This is an optimization exercise on Yosys and OpenROAD, whose aim is small area, not a production implementation. No activity file was given, so power comes from the tool's default toggle rates.

## v6
Design fsk_decoder, start of the top module:
module fsk_decoder (
    input  wire               clk,
    input  wire               rst,         
    input  wire               s_valid,
    input  wire signed [15:0] s_data,      
    output wire               s_ready,
    output reg                o_valid,     
    output wire signed [24:0] o_v,         
    output wire               o_bit,       
    output wire               o_pulse,     
    output wire               o_pulse_bit,
    output wire        [9:0]  o_pulse_h,
    output wire               o_zsb,       
    output wire               ch_valid,
    output wire        [6:0]  ch_data,
    output wire               ch_flush,
    output wire        [1:0]  st_state,    
    output wire               st_shift     
);
    reg  [4:0] p;
    reg        clr;        
    reg        fa;         
    reg        ma;         
    reg        la;         
    wire first  = (p == 5'd0);
    wire last   = (p == 5'd24);
    wire firstl = (p == 5'd19);    
    wire lastl  = (p == 5'd18);
    assign s_ready = last;
    always @(posedge clk) begin
        if (rst) begin
            p       <= 5'd0;
            clr     <= 1'b1;
            fa      <= 1'b0;
            ma      <= 1'b0;
            la      <= 1'b0;
            o_valid <= 1'b0;
        end else begin
            p       <= last ? 5'd0 : p + 5'd1;
            o_valid <= lastl && la;
            if (last) begin
                clr <= 1'b0;
                fa  <= s_valid;
                ma  <= fa;
            end
            if (lastl)
                la  <= ma;
        end
    end
    wire [12:0] rx;
    tone_xpart u_x (
        .clk(clk), .load(last), .s_data(s_data), .last(last), .act(fa), .clr(clr),
        .rx(rx)
    );
    wire        ybm, ybs;
    wire [21:0] ym1, ys1;
    tone_bpf #(.MARK(1)) u_mark (
        .clk(clk), .p(p), .first(first), .last(last), .act(fa), .clr(clr), .rx(rx),
        .yb(ybm), .y1(ym1)
    );
    tone_bpf #(.MARK(0)) u_space (
        .clk(clk), .p(p), .first(first), .last(last), .act(fa), .clr(clr), .rx(rx),
        .yb(ybs), .y1(ys1)
    );
    wire dlow, dhigh;
    env_sq u_sq (
        .clk(clk), .first(first), .last(last), .ym(ym1), .ys(ys1), .ybm(ybm), .ybs(ybs),
        .dlow(dlow), .dhigh(dhigh)
    );
    wire dbit = (p >= 5'd19) ? dlow : dhigh;
    wire [24:0] v_new, v1;
    env_lpf u_lpf (
  ...
==> flow/config.mk <==
export PLATFORM = sky130hd
export DESIGN_NAME = fsk_decoder
export DESIGN_NICKNAME = fsk_decoder
export VERILOG_FILES = /design/flow/design.v
export SDC_FILE = /design/flow/constraint.sdc
export NUM_CORES = 4
export LEC_CHECK = 0
export ABC_AREA = 1
export CAP_MARGIN = 20
export CORE_MARGIN = 2
export CORE_UTILIZATION = 60
export CTS_BUF_LIST = sky130_fd_sc_hd__clkbuf_2
export SLEW_MARGIN = 20
==> flow/constraint.sdc <==
create_clock -name core_clock -period 45.0 [get_ports {clk}]
set_input_delay 9.0000 -clock core_clock [delete_from_list [all_inputs] [get_ports {clk}]]
set_output_delay 9.0000 -clock core_clock [all_outputs]
set_load 0.01 [all_outputs]
run.sh (not shown) runs the stock make flow with config.mk's settings and CLKGATE_MAP_FILE= SYNTH_SCRIPT=/design/flow/synth_recipe.tcl, a recipe that flattens the netlist after the stock synthesis.
v6 ran to completion and came out clean on the timing, DRC and antenna checks.
[inputs] v7 vs v6
# v6
export LEC_CHECK = 0
export ABC_AREA = 1
export CAP_MARGIN = 20
export CORE_MARGIN = 2
export CORE_UTILIZATION = 60
export CTS_BUF_LIST = sky130_fd_sc_hd__clkbuf_2
export SLEW_MARGIN = 20
create_clock -name core_clock -period 45.0 [get_ports {clk}]
# v7
export LEC_CHECK = 0
export ABC_AREA = 1
export CAP_MARGIN = 20
export CORE_MARGIN = 2
export CORE_UTILIZATION = 70
export CTS_BUF_LIST = sky130_fd_sc_hd__clkbuf_4
export SLEW_MARGIN = 20
create_clock -name core_clock -period 45.0 [get_ports {clk}]
## What came out
Of v7 and v6, the run reporting the lower via density per instance was v6. From v6 to v7 the numbers moved as follows: fill cell total of the finished layout now smaller, routed wire length up about 12%, number of cells on the critical path moved up, final area went up. Delta (v7 minus v6): count of antenna diodes in the layout picked up an extra 1, portion of total power attributed to the clock network shows an increase of 7.1 points, total die area moved down, highest ir drop seen on vdd up about 40%. [compare] base=v6 new=v7: sequential share of layout area dropped 1.1 points; wire length the detailed router placed on met1 increased by 0.53% relative to the old numbers.
No functional check of the RTL was part of any run of this note.

port drivers added, routing unchanged:
Ports are ideal in the flow. The routed layouts listed here were re-timed in OpenROAD. Step 1, drivers: a clkbuf_16 drives clk and a buf_2 each remaining input, both assumed. Step 2 adds t to the input delays and takes it off the output delays; t is the mean of the earliest and latest rising clock arrival at the registers after step 1. Input paths then give back, and output paths get back, about the clock's delay inside the block. Three values: ideal, step 1, step 2; two values: the first two.
run	t (ns)	setup WS [ns]	hold slack, ns	clock arrival spread, ns	cell pins on the clock port's net
v6	1.074	29.699 / 29.699 / 29.699	0.289 / 0.289 / 0.289	0.101 / 0.100	1
v7	0.901	29.639 / 29.639 / 29.639	0.289 / 0.289 / 0.289	0.091 / 0.091	1
After both steps setup and hold are still met in every run listed.
